What follows belongs to an exercise in optimizing a design on an open flow for small area; a production flow would make more cautious choices. Only simulation tests tie the RTL to the original design; equivalence was not proved. No activity file was given, so power comes from the tool's default toggle rates.

**run.sh**
```bash
#!/bin/bash
# synth_recipe.tcl (not shown) runs the flow's synth.tcl, then flattens the netlist and writes it again
# the make line also repeats each setting of config.mk as NAME=value (left out here)
make -C /OpenROAD-flow-scripts/flow DESIGN_CONFIG=/design/flow/config.mk WORK_HOME=/design/flow/orfs CLKGATE_MAP_FILE= SYNTH_SCRIPT=/design/flow/synth_recipe.tcl finish
```
**constraint.sdc**
```tcl
create_clock -name core_clock -period 13.0 [get_ports {clk}]
set_input_delay 2.6000 -clock core_clock [delete_from_list [all_inputs] [get_ports {clk}]]
set_output_delay 2.6000 -clock core_clock [all_outputs]
set_load 0.01 [all_outputs]
```
**config.mk**
```make
export PLATFORM = sky130hd
export DESIGN_NAME = sid_voices
export DESIGN_NICKNAME = sid_voices
export VERILOG_FILES = /design/flow/design.v
export SDC_FILE = /design/flow/constraint.sdc
export NUM_CORES = 4
export LEC_CHECK = 0
export CAP_MARGIN = 20
export CORE_MARGIN = 2
export CORE_UTILIZATION = 40
export SLEW_MARGIN = 20
```
**design.v**
```verilog
module sid_wave (
    input  wire        clk,
    input  wire        rst,
    input  wire        tick,         
    input  wire        wr_freq_lo,
    input  wire        wr_freq_hi,
    input  wire        wr_pw_lo,
    input  wire        wr_pw_hi,
    input  wire        wr_ctrl,
    input  wire [7:0]  wdata,
    input  wire        sync_clr,     
    input  wire        ring_msb,     
    output reg  [23:0] acc,
    output wire        msb_rise_nxt,  
    output reg         sync_en,
    output reg  [11:0] out
);
    reg [15:0] freq;
    reg [11:0] pw;
    reg [3:0]  waveform;
    reg        test;
    reg        ring;
    reg [22:0] shift;
    reg        msb_rising;
    wire [23:0] acc_sum   = acc + {8'd0, freq};
    wire        advance   = tick && !test;
    wire        noise_clk = advance && !acc[19] && acc_sum[19];
    assign msb_rise_nxt = advance ? (!acc[23] && acc_sum[23]) : msb_rising;
    always @(posedge clk) begin
        if (rst) begin
            acc        <= 24'd0;
            shift      <= 23'h7FFFF8;
            freq       <= 16'd0;
            pw         <= 12'd0;
            waveform   <= 4'd0;
            test       <= 1'b0;
            ring       <= 1'b0;
            sync_en    <= 1'b0;
            msb_rising <= 1'b0;
        end else begin
            if (wr_freq_lo) freq[7:0]  <= wdata;
            if (wr_freq_hi) freq[15:8] <= wdata;
            if (wr_pw_lo)   pw[7:0]    <= wdata;
            if (wr_pw_hi)   pw[11:8]   <= wdata[3:0];
            if (wr_ctrl) begin
                waveform <= wdata[7:4];
                test     <= wdata[3];
                ring     <= wdata[2];
                sync_en  <= wdata[1];
                if (wdata[3] && !test) acc <= 24'd0;
                if (!wdata[3] && test) shift <= 23'h7FFFF8;
            end
            if (advance) begin
                acc        <= sync_clr ? 24'd0 : acc_sum;
                msb_rising <= !acc[23] && acc_sum[23];
            end else if (tick && sync_clr) begin
                acc <= 24'd0;
            end
            if (noise_clk)
                shift <= {shift[21:0], shift[22] ^ shift[17]};
        end
    end
    wire        tri_msb = ring ? (acc[23] ^ ring_msb) : acc[23];
    wire [11:0] tri_w   = tri_msb ? {~acc[22:12], 1'b0} : {acc[22:12], 1'b0};
    wire [11:0] saw_w   = acc[23:12];
    wire [11:0] pul_w   = (test || (acc[23:12] >= pw)) ? 12'hFFF : 12'h000;
    wire [11:0] noi_w   = {shift[22], shift[20], shift[16], shift[13],
                           shift[11], shift[7], shift[4], shift[2], 4'b0000};
    always @(*) begin
        case (waveform)
            4'h0: out = 12'h000;
            4'h1: out = tri_w;
            4'h2: out = saw_w;
            4'h3: out = tri_w & saw_w;
            4'h4: out = pul_w;
            4'h5: out = tri_w & pul_w;
            4'h6: out = saw_w & pul_w;
            4'h7: out = tri_w & saw_w & pul_w;
            4'h8: out = noi_w;
            default: out = 12'h000;
        endcase
    end
endmodule
module sid_env (
    input  wire       clk,
    input  wire       rst,
    input  wire       tick,       
    input  wire       wr_ctrl,
    input  wire       wr_ad,
    input  wire       wr_sr,
    input  wire [7:0] wdata,
    output reg  [7:0] level
);
    localparam [1:0] ATTACK = 2'd0, DECAY_SUSTAIN = 2'd1, RELEASE = 2'd2;
    reg [14:0] rate_counter;
    reg [14:0] rate_period;
    reg [4:0]  exp_counter;
    reg [4:0]  exp_period;
    reg [3:0]  attack, decay, sustain, rel;
    reg        gate;
    reg [1:0]  state;
    reg        hold_zero;
    function [14:0] rate;
        input [3:0] idx;
        case (idx)
            4'd0:  rate = 15'd9;
            4'd1:  rate = 15'd32;
            4'd2:  rate = 15'd63;
            4'd3:  rate = 15'd95;
            4'd4:  rate = 15'd149;
            4'd5:  rate = 15'd220;
            4'd6:  rate = 15'd267;
            4'd7:  rate = 15'd313;
            4'd8:  rate = 15'd392;
            4'd9:  rate = 15'd977;
            4'd10: rate = 15'd1954;
            4'd11: rate = 15'd3126;
            4'd12: rate = 15'd3907;
            4'd13: rate = 15'd11720;
            4'd14: rate = 15'd19532;
            default: rate = 15'd31251;
        endcase
    endfunction
    wire [15:0] rc_inc    = {1'b0, rate_counter} + 16'd1;
    wire        rate_step = (rc_inc[14:0] == rate_period) && !rc_inc[15];
    wire        exp_step  = (state == ATTACK) || ((exp_counter + 5'd1) == exp_period);
    reg [7:0] level_act;
    always @(*) begin
        case (state)
            ATTACK:        level_act = level + 8'd1;
            DECAY_SUSTAIN: level_act = (level != {sustain, sustain}) ? level - 8'd1 : level;
            default:       level_act = level - 8'd1;
        endcase
    end
    always @(posedge clk) begin
        if (rst) begin
            rate_counter <= 15'd0;
            rate_period  <= 15'd9;
            exp_counter  <= 5'd0;
            exp_period   <= 5'd1;
            level        <= 8'd0;
            attack       <= 4'd0;
            decay        <= 4'd0;
            sustain      <= 4'd0;
            rel      <= 4'd0;
            gate         <= 1'b0;
            state        <= RELEASE;
            hold_zero    <= 1'b1;
        end else if (tick) begin
            if (rate_step) begin
                rate_counter <= 15'd0;
                if (exp_step) begin
                    exp_counter <= 5'd0;
                    if (!hold_zero) begin
                        level <= level_act;
                        if (state == ATTACK && level_act == 8'hFF) begin
                            state       <= DECAY_SUSTAIN;
                            rate_period <= rate(decay);
                        end
                        case (level_act)
                            8'hFF: exp_period <= 5'd1;
                            8'h5D: exp_period <= 5'd2;
                            8'h36: exp_period <= 5'd4;
                            8'h1A: exp_period <= 5'd8;
                            8'h0E: exp_period <= 5'd16;
                            8'h06: exp_period <= 5'd30;
                            8'h00: begin
                                exp_period <= 5'd1;
                                hold_zero  <= 1'b1;
                            end
                            default: ;
                        endcase
                    end
                end else begin
                    exp_counter <= exp_counter + 5'd1;
                end
            end else begin
                rate_counter <= rc_inc[15] ? 15'd1 : rc_inc[14:0];
            end
        end else begin
            if (wr_ctrl) begin
                gate <= wdata[0];
                if (!gate && wdata[0]) begin
                    state       <= ATTACK;
                    rate_period <= rate(attack);
                    hold_zero   <= 1'b0;
                end else if (gate && !wdata[0]) begin
                    state       <= RELEASE;
                    rate_period <= rate(rel);
                end
            end
            if (wr_ad) begin
                attack <= wdata[7:4];
                decay  <= wdata[3:0];
                if (state == ATTACK)
                    rate_period <= rate(wdata[7:4]);
                else if (state == DECAY_SUSTAIN)
                    rate_period <= rate(wdata[3:0]);
            end
            if (wr_sr) begin
                sustain <= wdata[7:4];
                rel <= wdata[3:0];
                if (state == RELEASE)
                    rate_period <= rate(wdata[3:0]);
            end
        end
    end
endmodule
module sid_voices (
    input  wire        clk,
    input  wire        rst,
    input  wire        we,
    input  wire [4:0]  addr,
    input  wire [7:0]  wdata,
    output reg  [7:0]  rdata,
    output wire [35:0] wave_out,    
    output wire [23:0] env_out,     
    output wire [15:0] mix          
);
    localparam signed [13:0] WAVE_ZERO = 14'sd896;      
    localparam signed [22:0] VOICE_DC  = 23'sd522240;   
    localparam [13:0] BUS_TTL = 14'h2000;
    wire tick = !we;
    wire [2:0] wr_freq_lo, wr_freq_hi, wr_pw_lo, wr_pw_hi, wr_ctrl, wr_ad, wr_sr;
    genvar g;
    generate
        for (g = 0; g < 3; g = g + 1) begin : dec
            assign wr_freq_lo[g] = we && (addr == 7*g + 0);
            assign wr_freq_hi[g] = we && (addr == 7*g + 1);
            assign wr_pw_lo[g]   = we && (addr == 7*g + 2);
            assign wr_pw_hi[g]   = we && (addr == 7*g + 3);
            assign wr_ctrl[g]    = we && (addr == 7*g + 4);
            assign wr_ad[g]      = we && (addr == 7*g + 5);
            assign wr_sr[g]      = we && (addr == 7*g + 6);
        end
    endgenerate
    wire [23:0] acc      [0:2];
    wire [2:0]  msb_rise;
    wire [2:0]  sync_en;
    wire [11:0] wave     [0:2];
    wire [7:0]  level    [0:2];
    wire [2:0]  sync_clr;
    generate
        for (g = 0; g < 3; g = g + 1) begin : sync
            localparam integer SRC = (g + 2) % 3;
            localparam integer DST = (g + 1) % 3;
            assign sync_clr[DST] = msb_rise[g] && sync_en[DST]
                                   && !(sync_en[g] && msb_rise[SRC]);
        end
    endgenerate
    generate
        for (g = 0; g < 3; g = g + 1) begin : voice
            sid_wave u_wave (
                .clk          (clk),
                .rst          (rst),
                .tick         (tick),
                .wr_freq_lo   (wr_freq_lo[g]),
                .wr_freq_hi   (wr_freq_hi[g]),
                .wr_pw_lo     (wr_pw_lo[g]),
                .wr_pw_hi     (wr_pw_hi[g]),
                .wr_ctrl      (wr_ctrl[g]),
                .wdata        (wdata),
                .sync_clr     (sync_clr[g]),
                .ring_msb     (acc[(g + 2) % 3][23]),
                .acc          (acc[g]),
                .msb_rise_nxt (msb_rise[g]),
                .sync_en      (sync_en[g]),
                .out          (wave[g])
            );
            sid_env u_env (
                .clk     (clk),
                .rst     (rst),
                .tick    (tick),
                .wr_ctrl (wr_ctrl[g]),
                .wr_ad   (wr_ad[g]),
                .wr_sr   (wr_sr[g]),
                .wdata   (wdata),
                .level   (level[g])
            );
        end
    endgenerate
    wire signed [22:0] vout [0:2];
    generate
        for (g = 0; g < 3; g = g + 1) begin : vo
            wire signed [13:0] centred = $signed({2'b00, wave[g]}) - WAVE_ZERO;
            wire signed [22:0] prod    = centred * $signed({1'b0, level[g]});
            assign vout[g] = prod + VOICE_DC;
        end
    endgenerate
    wire signed [22:0] mix_sum = (vout[0] >>> 7) + (vout[1] >>> 7) + (vout[2] >>> 7);
    assign mix = mix_sum[15:0];
    assign wave_out = {wave[2], wave[1], wave[0]};
    assign env_out  = {level[2], level[1], level[0]};
    reg [7:0]  bus_value;
    reg [13:0] bus_ttl;
    always @(posedge clk) begin
        if (rst) begin
            bus_value <= 8'd0;
            bus_ttl   <= 14'd0;
        end else if (we) begin
            bus_value <= wdata;
            bus_ttl   <= BUS_TTL;
        end else if (bus_ttl <= 14'd1) begin
            bus_value <= 8'd0;
            bus_ttl   <= 14'd0;
        end else begin
            bus_ttl <= bus_ttl - 14'd1;
        end
    end
    always @(*) begin
        case (addr)
            5'h19, 5'h1A: rdata = 8'h00;
            5'h1B:        rdata = wave[2][11:4];
            5'h1C:        rdata = level[2];
            default:      rdata = bus_value;
        endcase
    end
endmodule
```
==> run summary <==
status=complete, no violations; slowest stage cell on the critical path=fa_1; Reg area=12200 µm²; first-pass GRT wire length=239000 µm; PortBufs=99; layout cells sized above 1=8.12%; H-tree Lvls=3; EDFF count, synth=0; worst-margin pin slew=1110 ps; Vias per Instance=5.61; Root Buffer=clkbuf_16; area leader, netlist=dfxtp_1; placement-stage cell area=52800 µm²; Post-synth ARST share=0%; hold buffers post-CTS=0; Setup CP Type=reg2out; # DRC=0; fmax=79.5 MHz; crit start category=register; post-DP HPWL=112000 µm; Layout fillers=12300; worst hold path endpoint=voice[1].u_wave.pw[4]; Tmin final=12580 ps; VDD IR max=0.0000822 V; worst r2r src=voice[0].u_wave.acc[1]; Pint=3.31 mW; Pins Over Slew Limit=0; First-pass DRT Iterations=9; Final Core Density=45.0%; Initial Util=40.4%; Syn Nets=6974; clock power share=47.0%; Final ANT Viol Nets=0; Critical Path Max Stage Delay=540 ps; clock slew seen by the registers of the worst setup and hold paths=60 ps; hold_sp=voice[1].u_wave.pw[4]; io pins=100; die area=128000 µm²; Net Sw Frac=26.6%; Top FF cell, synth=dfxtp_1; WL/cell=19.2 µm; dpl cells=7796; non-filler cells in the finished layout=7944; Layout Nets=6934; via count=44500; most frequent cells in the layout=634 x nand2_1, 607 x dfxtp_1, 556 x nor2_1, 556 x inv_1, 505 x a21oi_1; post-route cell area=55800 µm²; Hold Fails Final Rpt=0; RSZ-0062 raised after global routing=yes; number of clock sinks=610; die height=358 µm; worst min path class=reg2reg; drt total wl=152000 µm; post-synth top area share=24.4%; area of the multi-input gates=34600 µm²; Leak=23.6 nW; Layout area overhead=11.5%; Power Dens Cells=80.9 nW/µm²; Skew-Pair Late Insertion Delay=660 ps; CP required=10400 ps; Row Count=129; Max clock buf depth=3; GPL Wtd Cong=0.931; largest net degree at the start of global routing=100; Yosys warning count=3; final period utilization=96.8%; Flop pwr share=43.1%; number of global-route vias before repair=42500; total gr overflow=0; drt initial violations=4434; Yosys cell types=106; final-report setup violation count=0; sw power=1.20 mW; Post-Syn Instances=6290; Max Cap Violations=0; logic gate share of total power=9.9%; Area contributors post-synth=dfxtp_1 24%, fa_1 13%, ha_1 8.9%; initial antenna violation count=5; commonest non-fill, non-tap cell in the layout=nand2_1; R2R Path End=voice[1].u_wave.acc[22]; CTS buffer count=71; Hold Path Cell Cnt=2; crit-path max FO=11; Syn Area/Cell=7.95 µm²; CTS tree=built; CP most frequent cell=fa_1; R2R depth=19; setup TNS=0 ps; All-Layer GR Usage=23.3%; crit path DAT=9980 ps; Max-slew headroom=25.7%; FF-to-FF setup slack=7930 ps; core area=124000 µm²; share of the yosys chip area belonging to registers=24.4%; Cell Area, Synth=50000 µm²; Max Clock Skew=37.1 ps; CP Capture Type=output port; #FFs+latches synth=610; Die Wd=358 µm
how the worst max path moves through the flow:
stage,startpoint,cells after the start,end
finish,voice[0].u_wave.pw[10],39,mix[14]
global route,voice[2].u_wave.acc[12],48,mix[14]
CTS,voice[2].u_wave.acc[12],44,mix[15]
global placement,voice[2].u_wave.acc[12],42,mix[15]
floorplan,voice[2].u_wave.acc[12],44,mix[15]
detailed placement,voice[2].u_wave.acc[12],41,mix[15]
cell type report:
type	count	area share, %
Inverter	577	3.88
Antenna cell	1	0.00448
Tap cell	1637	3.67
Clock buffer	92	3.56
Clock inverter	37	0.830
Timing Repair Buffer	289	4.26
Multi-Input combinational cell	4701	61.9
Sequential cell	610	21.9
worst max-delay path: cells and delay by family, from the launching register on:
kind	cells	cell delay, ps
fa+ha+maj	9	3810
buf+inv	10	1140
simple gates	5	620
flops	1	330
compound gates	12	2830
xor+xnor	3	620
per-layer routing:
metal  global-route usage, %  routed length (µm)  up-vias
met2                    39.1               71500     1260
li1                        -                   -    21400
met4                    7.31                4540        4
met3                    2.38                7830      209
met1                    31.6               68500    21600
met5                       0                  29        -
power by group through the flow:
stage / registers [mW] / clock network, mW / logic [mW]
after floorplan: 1.97 / 0 / 0.310
after global placement: 1.99 / 0 / 0.429
after detailed placement: 1.99 / 0 / 0.436
after CTS: 1.95 / 2.16 / 0.440
after global routing: 1.95 / 2.23 / 0.489
final: 1.95 / 2.12 / 0.446
logic make-up after synthesis:
family / after synthesis / share of synthesized area, %
xor+xnor: 284 / 5.04
fa+ha+maj: 668 / 21.4
simple gates: 2095 / 20.0
buf+inv: 979 / 7.46
compound gates: 1526 / 19.1
mux: 128 / 2.62
flops: 610 / 24.4
synthesized netlist by cell type (all sizes together) (10+ instances only):
cell / number
or3: 50
a31o: 12
or4: 14
nand3: 165
o22ai: 41
a22o: 10
xnor2: 166
xor2: 116
nand4: 34
and2: 136
dfxtp: 610
buf: 48
a31oi: 63
a222oi: 19
fa: 313
o31ai: 22
and4: 12
nor4: 24
o21bai: 23
clkinv: 16
nor3b: 18
a211o: 12
nor2: 561
a21oi: 519
nand3b: 22
nor3: 170
a22oi: 79
nor2b: 54
o221ai: 27
clkbuf: 354
a32o: 11
a211oi: 72
nand2: 638
mux2i: 121
or2: 47
o21a: 36
and3: 68
ha: 355
nand2b: 55
inv: 561
a221o: 14
o211ai: 33
o21ai: 359
a21o: 52
a221oi: 34
metrics by stage:
| stage | hold slack [ps] | worst slack [ps] | power [mW] |
|---|---|---|---|
| 2_1_floorplan | 419 | 840 | 2.28 |
| 3_3_place_gp | 441 | 227 | 2.42 |
| 3_5_place_dp | 448 | 34.0 | 2.42 |
| 4_1_cts | 456 | 9.83 | 4.55 |
| 5_1_grt | 473 | -83.5 | 4.68 |
| 6_report | 455 | 417 | 4.52 |
what timing repair did:
item                                    in CTS  in global routing
gates resized for setup                     46                 47
cloned                                       0                  0
endpoints found under the setup margin       6                  8
pin swaps                                    9                 15
endpoints found under the hold margin        0                  0
setup buffers                               11                  7

afterwards: timing with drivers on the ports:
The results above use ideal ports. As a check the final layout listed here was re-extracted and re-timed, cells and wires unchanged. Step 1 (the two cells are an assumption about what drives the block):
set clk [get_ports {clk}]
set_driving_cell -lib_cell sky130_fd_sc_hd__clkbuf_16 $clk
set_driving_cell -lib_cell sky130_fd_sc_hd__buf_2 [delete_from_list [all_inputs] $clk]
Step 2, shift: input delay + t, output delay - t, t = (earliest + latest rising clock arrival at the registers) / 2. This alone moves slack from input paths to output paths. Three values: ideal, step 1, step 2; two values: the first two.
t (ns): 0.704
slack for setup (ns): 0.417 / 0.350 / 1.054
worst slew at a driven data input, ns: 0.16
After both steps this run still meets setup and hold. The setup slack of this run moves by -0.067 ns with the drivers and by +0.637 ns with both steps.
